Background: an optimization exercise with open tools, aiming at small area, a short achievable clock period and few clock cycles. Do not read the settings as production practice. At most, simulation tests tie the RTL to the original design; equivalence was not proved. Power figures rest on the tool's default switching activity, not on a simulated workload.

## job 2617
==> flow/design.v <==
module t43dr_encoder (
    input  wire        clk,
    input  wire        rst,
    input  wire        start_valid,
    output wire        start_ready,
    input  wire [7:0]  cmd,
    input  wire [15:0] len,
    input  wire        data_valid,
    output wire        data_ready,
    input  wire [7:0]  data,
    output wire        wire_valid,
    input  wire        wire_ready,
    output wire [7:0]  wire_data,
    output reg         size_err
);
    localparam [7:0] START = 8'h02;
    localparam [7:0] END   = 8'h03;
    localparam [7:0] ESC   = 8'h1B;
    reg s_idle, s_rej, s_cmd, s_lenh, s_lenl, s_data, s_chk, s_end;
    reg [9:0] cnt;        
    reg [7:0] sum;
    reg       wv;         
    reg       ef;         
    reg       em0;        
    reg       em3;        
    reg [7:0] wd;
    function is_marker(input [7:0] b);
        is_marker = (b == START) || (b == END) || (b == ESC);
    endfunction
    assign wire_valid = wv;
    assign wire_data  = wd;
    wire can_load = wire_ready && !ef;
    reg hdr_rdy;
    reg dat_rdy;
    assign start_ready = wire_ready && hdr_rdy;
    assign data_ready  = wire_ready && dat_rdy;
    wire too_long = (|len[15:10]) || (len[9] && (|len[8:0]));
    reg  hdr_seen;
    reg  hdr_long;
    wire go    = s_idle && hdr_seen && !hdr_long;    
    wire d_in  = s_data && data_valid;
    wire load  = can_load && (go || s_cmd || s_lenh || s_lenl || d_in || s_chk || s_end);
    wire [7:0] val = ({8{s_idle}} & START)
                   | ({8{s_cmd}}  & cmd)
                   | ({8{s_lenh}} & {6'd0, cnt[9:8]})
                   | ({8{s_lenl}} & cnt[7:0])
                   | ({8{s_data}} & data)
                   | ({8{s_chk}}  & sum)
                   | ({8{s_end}}  & END);
    wire mk = (s_cmd  && is_marker(cmd))
           || (s_lenh && (cnt[9:8] == 2'd2))
           || (s_lenl && is_marker(cnt[7:0]))
           || (s_data && is_marker(data))
           || (s_chk  && is_marker(sum));
    wire cnt_zero = (cnt == 10'd0);
    wire cnt_one  = (cnt == 10'd1);
    wire n_idle = (s_idle && !go && !(hdr_seen && hdr_long)) || (s_idle && go && !can_load)
               || (s_rej && wire_ready) || (s_end && can_load);
    wire n_rej  = (s_idle && hdr_seen && hdr_long) || (s_rej && !wire_ready);
    wire n_cmd  = (go && can_load) || (s_cmd && !can_load);
    wire n_lenh = (s_cmd && can_load) || (s_lenh && !can_load);
    wire n_lenl = (s_lenh && can_load) || (s_lenl && !can_load);
    wire n_data = (s_lenl && can_load && !cnt_zero) || (s_data && !(d_in && can_load && cnt_one));
    wire n_chk  = (s_lenl && can_load && cnt_zero) || (d_in && can_load && cnt_one) || (s_chk && !can_load);
    wire n_end  = (s_chk && can_load) || (s_end && !can_load);
    wire n_ef = load ? mk : (ef && !wire_ready);
    always @(posedge clk) begin
        if (wire_ready)
            wd <= ef ? (em3 ? ESC : {7'd1, em0}) : (mk ? ESC : val);
        if (can_load) begin
            em0 <= val[0];
            em3 <= val[3];
        end
        if (load && s_cmd)
            sum <= cmd;
        else if (load && (s_lenh || s_lenl || s_data))
            sum <= sum ^ val;
        if (load && s_cmd)
            cnt <= len[9:0];
        else if (load && s_data)
            cnt <= cnt - 10'd1;
        hdr_long <= too_long;
    end
    always @(posedge clk) begin
        if (rst) begin
            s_idle   <= 1'b1;
            s_rej    <= 1'b0;
            s_cmd    <= 1'b0;
            s_lenh   <= 1'b0;
            s_lenl   <= 1'b0;
            s_data   <= 1'b0;
            s_chk    <= 1'b0;
            s_end    <= 1'b0;
            wv       <= 1'b0;
            ef       <= 1'b0;
            size_err <= 1'b0;
            hdr_rdy  <= 1'b0;
            dat_rdy  <= 1'b0;
            hdr_seen <= 1'b0;
        end else begin
            s_idle   <= n_idle;
            s_rej    <= n_rej;
            s_cmd    <= n_cmd;
            s_lenh   <= n_lenh;
            s_lenl   <= n_lenl;
            s_data   <= n_data;
            s_chk    <= n_chk;
            s_end    <= n_end;
            size_err <= s_rej && wire_ready;
            ef       <= n_ef;
            if (load)
                wv <= 1'b1;
            else if (wire_ready && !ef)
                wv <= 1'b0;
            hdr_rdy  <= n_cmd || n_rej;
            dat_rdy  <= n_data && !n_ef;
            hdr_seen <= start_valid && !start_ready;
        end
    end
endmodule
module t43dr_decoder (
    input  wire        clk,
    input  wire        rst,
    input  wire        clear,
    input  wire        in_valid,
    output wire        in_ready,
    input  wire [7:0]  in_data,
    output reg         out_valid,
    input  wire        out_ready,
    output reg         out_last,
    output wire [7:0]  out_data,
    output wire [2:0]  out_status,
    output wire [7:0]  out_cmd,
    output wire [15:0] out_len
);
    reg st_cmd;     
    reg st_lh;      
    reg st_ll;      
    reg st_dat;     
    reg st_chk;     
    reg st_we;      
    reg esc;
    reg [7:0] cmd_r;
    reg [9:0] P;
    reg [9:0] Q;
    reg       h_big;    
    reg [7:0] sum;
    reg [7:0] ev_r;
    assign out_cmd    = cmd_r;
    assign out_len    = {Q[5:0], P};
    assign out_data   = ev_r;
    assign out_status = ev_r[2:0];
    assign in_ready = out_ready;
    wire fire = in_valid && out_ready;
    wire c_cmd = st_cmd && !clear;
    wire c_lh  = st_lh  && !clear;
    wire c_ll  = st_ll  && !clear;
    wire c_dat = st_dat && !clear;
    wire c_chk = st_chk && !clear;
    wire c_we  = st_we  && !clear;
    wire c_esc = esc    && !clear;
    wire c_in  = c_cmd || c_lh || c_ll || c_dat || c_chk || c_we;    
    wire is_se   = (in_data[7:1] == 7'b0000001);    
    wire is_esc  = (in_data == 8'h1B);
    wire literal = c_esc || !(is_se || is_esc);
    wire e_esc   = !c_esc && is_esc;                 
    wire e_start = !c_esc && is_se && !in_data[0];
    wire e_end   = !c_esc && is_se &&  in_data[0];
    wire len_big  = h_big || (P[9] && (|in_data));
    wire len_zero = !h_big && (P[9:8] == 2'd0) && (in_data == 8'd0);
    wire cnt_last = (Q == 10'd1);
    wire n_cmd = e_start || (c_cmd && e_esc);
    wire n_lh  = (c_cmd && literal) || (c_lh && e_esc);
    wire n_ll  = (c_lh  && literal) || (c_ll && e_esc);
    wire n_dat = (c_ll  && literal && !len_big && !len_zero)
              || (c_dat && literal && !cnt_last) || (c_dat && e_esc);
    wire n_chk = (c_ll  && literal && len_zero)
              || (c_dat && literal && cnt_last) || (c_chk && e_esc);
    wire n_we  = (c_chk && literal) || (c_we && e_esc);
    wire ev_size = c_ll && literal && len_big;
    wire ev_dat  = c_dat && literal;
    wire ev_end  = e_end && c_we;
    wire ev      = ev_size || ev_dat || (c_we && literal) || (e_end && c_in);
    wire [2:0] ev_status = ev_size ? 3'd3 :
                           ev_end  ? {1'b0, (sum != 8'h00), 1'b0} : 3'd4;
    always @(posedge clk) begin
        if (st_cmd)
            cmd_r <= in_data;
        if (st_lh) begin
            P[9:8] <= in_data[1:0];
            Q      <= {4'd0, in_data[7:2]};
            h_big  <= (|in_data[7:2]) || (&in_data[1:0]);
        end
        if (st_ll) begin
            P[7:0] <= in_data;
            if (!len_big)
                Q <= {P[9:8], in_data};
        end
        if (st_dat && fire && !clear && !e_esc)
            Q <= Q - 10'd1;
        if (fire && !e_esc)
            sum <= c_cmd ? in_data : (sum ^ in_data);
        if (out_ready) begin
            out_last <= !ev_dat;
            ev_r     <= {in_data[7:3], ev_dat ? in_data[2:0] : ev_status};
        end
    end
    always @(posedge clk) begin
        if (rst) begin
            st_cmd    <= 1'b0;
            st_lh     <= 1'b0;
            st_ll     <= 1'b0;
            st_dat    <= 1'b0;
            st_chk    <= 1'b0;
            st_we     <= 1'b0;
            esc       <= 1'b0;
            out_valid <= 1'b0;
        end else begin
            if (out_ready)
                out_valid <= in_valid && ev;
            if (fire) begin
                st_cmd <= n_cmd;
                st_lh  <= n_lh;
                st_ll  <= n_ll;
                st_dat <= n_dat;
                st_chk <= n_chk;
                st_we  <= n_we;
                esc    <= e_esc;
            end else if (clear) begin
                st_cmd <= 1'b0;
                st_lh  <= 1'b0;
                st_ll  <= 1'b0;
                st_dat <= 1'b0;
                st_chk <= 1'b0;
                st_we  <= 1'b0;
                esc    <= 1'b0;
            end
        end
    end
endmodule
module t43dr_codec (
    input  wire        clk,
    input  wire        rst,
    input  wire        tx_start_valid,
    output wire        tx_start_ready,
    input  wire [7:0]  tx_cmd,
    input  wire [15:0] tx_len,
    input  wire        tx_data_valid,
    output wire        tx_data_ready,
    input  wire [7:0]  tx_data,
    output wire        txw_valid,
    input  wire        txw_ready,
    output wire [7:0]  txw_data,
    output wire        tx_size_err,
    input  wire        rx_clear,
    input  wire        rx_valid,
    output wire        rx_ready,
    input  wire [7:0]  rx_data,
    output wire        rxo_valid,
    input  wire        rxo_ready,
    output wire        rxo_last,
    output wire [7:0]  rxo_data,
    output wire [2:0]  rxo_status,
    output wire [7:0]  rxo_cmd,
    output wire [15:0] rxo_len
);
    t43dr_encoder u_enc (
        .clk         (clk),
        .rst         (rst),
        .start_valid (tx_start_valid),
        .start_ready (tx_start_ready),
        .cmd         (tx_cmd),
        .len         (tx_len),
        .data_valid  (tx_data_valid),
        .data_ready  (tx_data_ready),
        .data        (tx_data),
        .wire_valid  (txw_valid),
        .wire_ready  (txw_ready),
        .wire_data   (txw_data),
        .size_err    (tx_size_err)
    );
    t43dr_decoder u_dec (
        .clk        (clk),
        .rst        (rst),
        .clear      (rx_clear),
        .in_valid   (rx_valid),
        .in_ready   (rx_ready),
        .in_data    (rx_data),
        .out_valid  (rxo_valid),
        .out_ready  (rxo_ready),
        .out_last   (rxo_last),
        .out_data   (rxo_data),
        .out_status (rxo_status),
        .out_cmd    (rxo_cmd),
        .out_len    (rxo_len)
    );
endmodule
clock: 4.0 ns
lec_check: 0
cap_margin: 20
core_margin: 2
core_utilization: 30
setup_slack_margin: 2.0
slew_margin: 20
standard.sh (not shown) runs the stock make flow with config.mk's settings and CLKGATE_MAP_FILE= SYNTH_SCRIPT=/design/flow/synth_recipe.tcl, a recipe that flattens the netlist after the stock synthesis.
==> flow/flow/run.sh <==
#!/bin/bash
# Standard ORFS layout, with three changes: the port buffers are a small, fast
# buffer instead of the default delay buffer; clock tree synthesis adds no
# dummy loads; and each ready output is placed beside the input it follows.
set -euo pipefail
PORTBUF=sky130_fd_sc_hd__buf_1
CTS="-sink_clustering_enable -repair_clock_nets -buf_list sky130_fd_sc_hd__clkbuf_8 -dont_use_dummy_load"
bash standard.sh "BUFFER_PORTS_ARGS=-buffer_cell $PORTBUF" "CTS_ARGS=$CTS" "IO_CONSTRAINTS=$(pwd)/flow/io.tcl" finish > standard.log 2>&1
==> flow/flow/io.tcl <==
# Keep each ready output next to the input it follows, so that the path
# between them stays short.
set_io_pin_constraint -group -order -pin_names {rxo_ready rx_ready}
set_io_pin_constraint -group -order -pin_names {tx_start_ready txw_ready tx_data_ready}
[inputs] job 4936 vs job 2617
-- flow/design.v --
<<< job 2617, line 22
    reg       wv;         
    reg       ef;         
    reg       em0;        
    reg       em3;        
    reg [7:0] wd;
    function is_marker(input [7:0] b);
>>> job 4936, line 22
    reg       wv;         
    reg       ef;         
    reg [7:0] wd;
    function is_marker(input [7:0] b);
<<< job 2617, line 29
    endfunction
    assign wire_valid = wv;
    assign wire_data  = wd;
    wire can_load = wire_ready && !ef;
    reg hdr_rdy;
>>> job 4936, line 27
    endfunction
    assign wire_valid = wv;
    assign wire_data  = ef ? ESC : wd;
    wire can_load = wire_ready && !ef;
    reg hdr_rdy;
<<< job 2617, line 66
    wire n_ef = load ? mk : (ef && !wire_ready);
    always @(posedge clk) begin
        if (wire_ready)
            wd <= ef ? (em3 ? ESC : {7'd1, em0}) : (mk ? ESC : val);
        if (can_load) begin
            em0 <= val[0];
            em3 <= val[3];
        end
        if (load && s_cmd)
            sum <= cmd;
>>> job 4936, line 64
    wire n_ef = load ? mk : (ef && !wire_ready);
    always @(posedge clk) begin
        if (can_load)
            wd <= val;
        if (load && s_cmd)
            sum <= cmd;
## What came out
Cell area | job 4936 vs job 2617 | job 4936 smaller. Going from job 2617 to job 4936, detailed-route vias per instance fell by 0.050, flop-to-flop setup slack rose by 220 ps, netlist area before placement fell by 120 um2. Well-tap cell count (job 4936 vs. job 2617) decreases by a few percent. Re maximum frequency from static timing analysis: job 2617 and job 4936 aren't equal, and the higher value belongs to job 4936. Job 4936 ends up with a relative area change from synthesis to final layout that is 1.6 points lower than in job 2617. Job 4936 vs job 2617, row count went down by 2.2%. The wire length of the first global-routing pass reported for job 4936 is smaller than that of job 2617 by 860 um.
Testbench counts of job 4936, summed over its fixed seeds: cycles 75,669.
Function not checked in job 2617: the RTL went through the layout flow alone.

---

Setup of the baseline:
Another version of the RTL of t43dr_codec (not shown whole).
For scale: ~460 cells after synthesis, about 95 flip-flops, roughly 0.0048 mm² of cells after synthesis.
## t43dr_codec
module t43dr_codec (
    input  wire        clk,
    input  wire        rst,
    input  wire        tx_start_valid,
    output wire        tx_start_ready,
    input  wire [7:0]  tx_cmd,
    input  wire [15:0] tx_len,
    input  wire        tx_data_valid,
    output wire        tx_data_ready,
    input  wire [7:0]  tx_data,
    output wire        txw_valid,
    input  wire        txw_ready,
    output wire [7:0]  txw_data,
    output wire        tx_size_err,
    input  wire        rx_clear,
    input  wire        rx_valid,
    output wire        rx_ready,
    input  wire [7:0]  rx_data,
    output wire        rxo_valid,
    input  wire        rxo_ready,
    output wire        rxo_last,
    output wire [7:0]  rxo_data,
    output wire [2:0]  rxo_status,
    output wire [7:0]  rxo_cmd,
    output wire [15:0] rxo_len
);
==> module t43dr_encoder, before the edit <==
module t43dr_encoder (
    input  wire        clk,
    input  wire        rst,
    input  wire        start_valid,
    output wire        start_ready,
    input  wire [7:0]  cmd,
    input  wire [15:0] len,
    input  wire        data_valid,
    output wire        data_ready,
    input  wire [7:0]  data,
    output wire        wire_valid,
    input  wire        wire_ready,
    output wire [7:0]  wire_data,
    output reg         size_err
);
    localparam [7:0] START = 8'h02;
    localparam [7:0] END   = 8'h03;
    localparam [7:0] ESC   = 8'h1B;
    reg s_idle, s_rej, s_cmd, s_lenh, s_lenl, s_data, s_chk, s_end;
    reg [9:0] cnt;        
    reg [7:0] sum;
    reg       wv;         
    reg       ef;         
    reg [7:0] wd;
    function is_marker(input [7:0] b);
        is_marker = (b == START) || (b == END) || (b == ESC);
    endfunction
    assign wire_valid = wv;
    assign wire_data  = ef ? ESC : wd;
    wire can_load = wire_ready && !ef;
    reg hdr_rdy;
    reg dat_rdy;
    assign start_ready = wire_ready && hdr_rdy;
    assign data_ready  = wire_ready && dat_rdy;
    wire too_long = (|len[15:10]) || (len[9] && (|len[8:0]));
    reg  hdr_seen;
    reg  hdr_long;
    wire go    = s_idle && hdr_seen && !hdr_long;    
    wire d_in  = s_data && data_valid;
    wire load  = can_load && (go || s_cmd || s_lenh || s_lenl || d_in || s_chk || s_end);
    wire [7:0] val = ({8{s_idle}} & START)
                   | ({8{s_cmd}}  & cmd)
                   | ({8{s_lenh}} & {6'd0, cnt[9:8]})
                   | ({8{s_lenl}} & cnt[7:0])
                   | ({8{s_data}} & data)
                   | ({8{s_chk}}  & sum)
                   | ({8{s_end}}  & END);
    wire mk = (s_cmd  && is_marker(cmd))
           || (s_lenh && (cnt[9:8] == 2'd2))
           || (s_lenl && is_marker(cnt[7:0]))
           || (s_data && is_marker(data))
           || (s_chk  && is_marker(sum));
    wire cnt_zero = (cnt == 10'd0);
    wire cnt_one  = (cnt == 10'd1);
    wire n_idle = (s_idle && !go && !(hdr_seen && hdr_long)) || (s_idle && go && !can_load)
               || (s_rej && wire_ready) || (s_end && can_load);
    wire n_rej  = (s_idle && hdr_seen && hdr_long) || (s_rej && !wire_ready);
    wire n_cmd  = (go && can_load) || (s_cmd && !can_load);
    wire n_lenh = (s_cmd && can_load) || (s_lenh && !can_load);
    wire n_lenl = (s_lenh && can_load) || (s_lenl && !can_load);
    wire n_data = (s_lenl && can_load && !cnt_zero) || (s_data && !(d_in && can_load && cnt_one));
    wire n_chk  = (s_lenl && can_load && cnt_zero) || (d_in && can_load && cnt_one) || (s_chk && !can_load);
    wire n_end  = (s_chk && can_load) || (s_end && !can_load);
    wire n_ef = load ? mk : (ef && !wire_ready);
    always @(posedge clk) begin
        if (can_load)
            wd <= val;
        if (load && s_cmd)
            sum <= cmd;
        else if (load && (s_lenh || s_lenl || s_data))
            sum <= sum ^ val;
        if (load && s_cmd)
            cnt <= len[9:0];
        else if (load && s_data)
            cnt <= cnt - 10'd1;
        hdr_long <= too_long;
    end
    always @(posedge clk) begin
        if (rst) begin
            s_idle   <= 1'b1;
            s_rej    <= 1'b0;
            s_cmd    <= 1'b0;
            s_lenh   <= 1'b0;
            s_lenl   <= 1'b0;
            s_data   <= 1'b0;
            s_chk    <= 1'b0;
            s_end    <= 1'b0;
            wv       <= 1'b0;
            ef       <= 1'b0;
            size_err <= 1'b0;
            hdr_rdy  <= 1'b0;
            dat_rdy  <= 1'b0;
            hdr_seen <= 1'b0;
        end else begin
            s_idle   <= n_idle;
            s_rej    <= n_rej;
            s_cmd    <= n_cmd;
            s_lenh   <= n_lenh;
            s_lenl   <= n_lenl;
            s_data   <= n_data;
            s_chk    <= n_chk;
            s_end    <= n_end;
            size_err <= s_rej && wire_ready;
            ef       <= n_ef;
            if (load)
                wv <= 1'b1;
            else if (wire_ready && !ef)
                wv <= 1'b0;
            hdr_rdy  <= n_cmd || n_rej;
            dat_rdy  <= n_data && !n_ef;
            hdr_seen <= start_valid && !start_ready;
        end
    end
endmodule
==> flow/config.mk <==
export PLATFORM = sky130hd
export DESIGN_NAME = t43dr_codec
export DESIGN_NICKNAME = t43dr_codec
export VERILOG_FILES = /design/flow/design.v
export SDC_FILE = /design/flow/constraint.sdc
export NUM_CORES = 4
export LEC_CHECK = 0
export CAP_MARGIN = 20
export CORE_MARGIN = 2
export CORE_UTILIZATION = 40
export CTS_BUF_LIST = sky130_fd_sc_hd__clkbuf_8
export SETUP_SLACK_MARGIN = 2.0
export SLEW_MARGIN = 20
==> flow/constraint.sdc <==
create_clock -name core_clock -period 4.0 [get_ports {clk}]
set_input_delay 0.8000 -clock core_clock [delete_from_list [all_inputs] [get_ports {clk}]]
set_output_delay 0.8000 -clock core_clock [all_outputs]
set_load 0.01 [all_outputs]
==> flow/flow/run.sh <==
#!/bin/bash
# Standard ORFS layout, with the port buffers made of a small, fast buffer
# instead of the default delay buffer.
set -euo pipefail
PORTBUF=${PORTBUF:-sky130_fd_sc_hd__buf_2}
bash standard.sh "BUFFER_PORTS_ARGS=-buffer_cell $PORTBUF" finish > standard.log 2>&1
The baseline finished every step from synthesis to the final layout, and the layout passed the timing, DRC and antenna checks.
Testbench counts of the baseline, summed over its fixed seeds: cycles 75,669.
Inputs modified between the baseline and the candidate:
--- a/flow/design.v
+++ b/flow/design.v
@@ -26,14 +26,12 @@
         is_marker = (b == START) || (b == END) || (b == ESC);
     endfunction
     assign wire_valid = wv;
     assign wire_data  = ef ? ESC : wd;
     wire can_load = wire_ready && !ef;
-    reg hdr_rdy;
-    reg dat_rdy;
-    assign start_ready = wire_ready && hdr_rdy;
-    assign data_ready  = wire_ready && dat_rdy;
+    assign start_ready = wire_ready && (s_cmd || s_rej);
+    assign data_ready  = wire_ready && s_data && !ef;
     wire too_long = (|len[15:10]) || (len[9] && (|len[8:0]));
     reg  hdr_seen;
     reg  hdr_long;
     wire go    = s_idle && hdr_seen && !hdr_long;    
     wire d_in  = s_data && data_valid;
@@ -86,12 +84,10 @@
             s_chk    <= 1'b0;
             s_end    <= 1'b0;
             wv       <= 1'b0;
             ef       <= 1'b0;
             size_err <= 1'b0;
-            hdr_rdy  <= 1'b0;
-            dat_rdy  <= 1'b0;
             hdr_seen <= 1'b0;
         end else begin
             s_idle   <= n_idle;
             s_rej    <= n_rej;
             s_cmd    <= n_cmd;
@@ -104,12 +100,10 @@
             ef       <= n_ef;
             if (load)
                 wv <= 1'b1;
             else if (wire_ready && !ef)
                 wv <= 1'b0;
-            hdr_rdy  <= n_cmd || n_rej;
-            dat_rdy  <= n_data && !n_ef;
             hdr_seen <= start_valid && !start_ready;
         end
     end
 endmodule
 module t43dr_decoder (
--- outcome ---
The source of the critical timing path comes out txw_ready in one run and u_enc.ef in the other, namely in the candidate and the baseline respectively.
Diff the baseline -> the candidate | count of multi-input combinational gates | up by a few percent
The share of the core filled with cells in the final layout in the candidate was higher than what the baseline gave.
Fraction of power spent switching nets for the candidate: 1.3 points down relative to the baseline
Of the baseline and the candidate, the run reporting the higher fraction of synthesized area in multiplexers was the baseline.
Setup slack of the worst register-to-register path for the candidate: 0.15 ns down relative to the baseline
Fraction of the cycle the final worst path needs: the candidate vs the baseline up 2.9 points
Only the layout flow was run in the candidate; the RTL was not checked for function there.

-- what the ideal ports hide --
How much do the figures lean on ideal ports? The routed layouts below were timed once more, with nothing changed but the port constraints.
Step 1, drivers: a clkbuf_16 drives clk and a buf_2 each remaining input, both assumed.
Step 2 moves the port delays by t, midway between the first and last clock arrival at a register: inputs arrive t later, outputs are due t later. That takes back most of the time a late clock gives input paths.
a / b / c = ideal / step 1 / step 2; a / b = the first two.
| run | t (ns) | setup slack, ns | worst setup path at the end | worst register clock-pin slew, ns |
|---|---|---|---|---|
| job 2617 | 0.415 | 1.936 / 1.921 / 1.529 | input to register | 0.10 / 0.10 |
| job 4936 | 0.402 | 2.015 / 1.990 / 1.672 | input to register | 0.10 / 0.09 |
| the baseline | 0.412 | 2.018 / 1.984 / 1.623 | input to register | 0.10 / 0.10 |
| the candidate | 0.394 | 1.901 / 1.869 / 1.671 | input to register | 0.09 / 0.09 |
After both steps every run listed still meets setup and hold. The setup slack of job 2617, which loses most, moves by -0.015 ns with the drivers and by -0.407 ns with both steps.
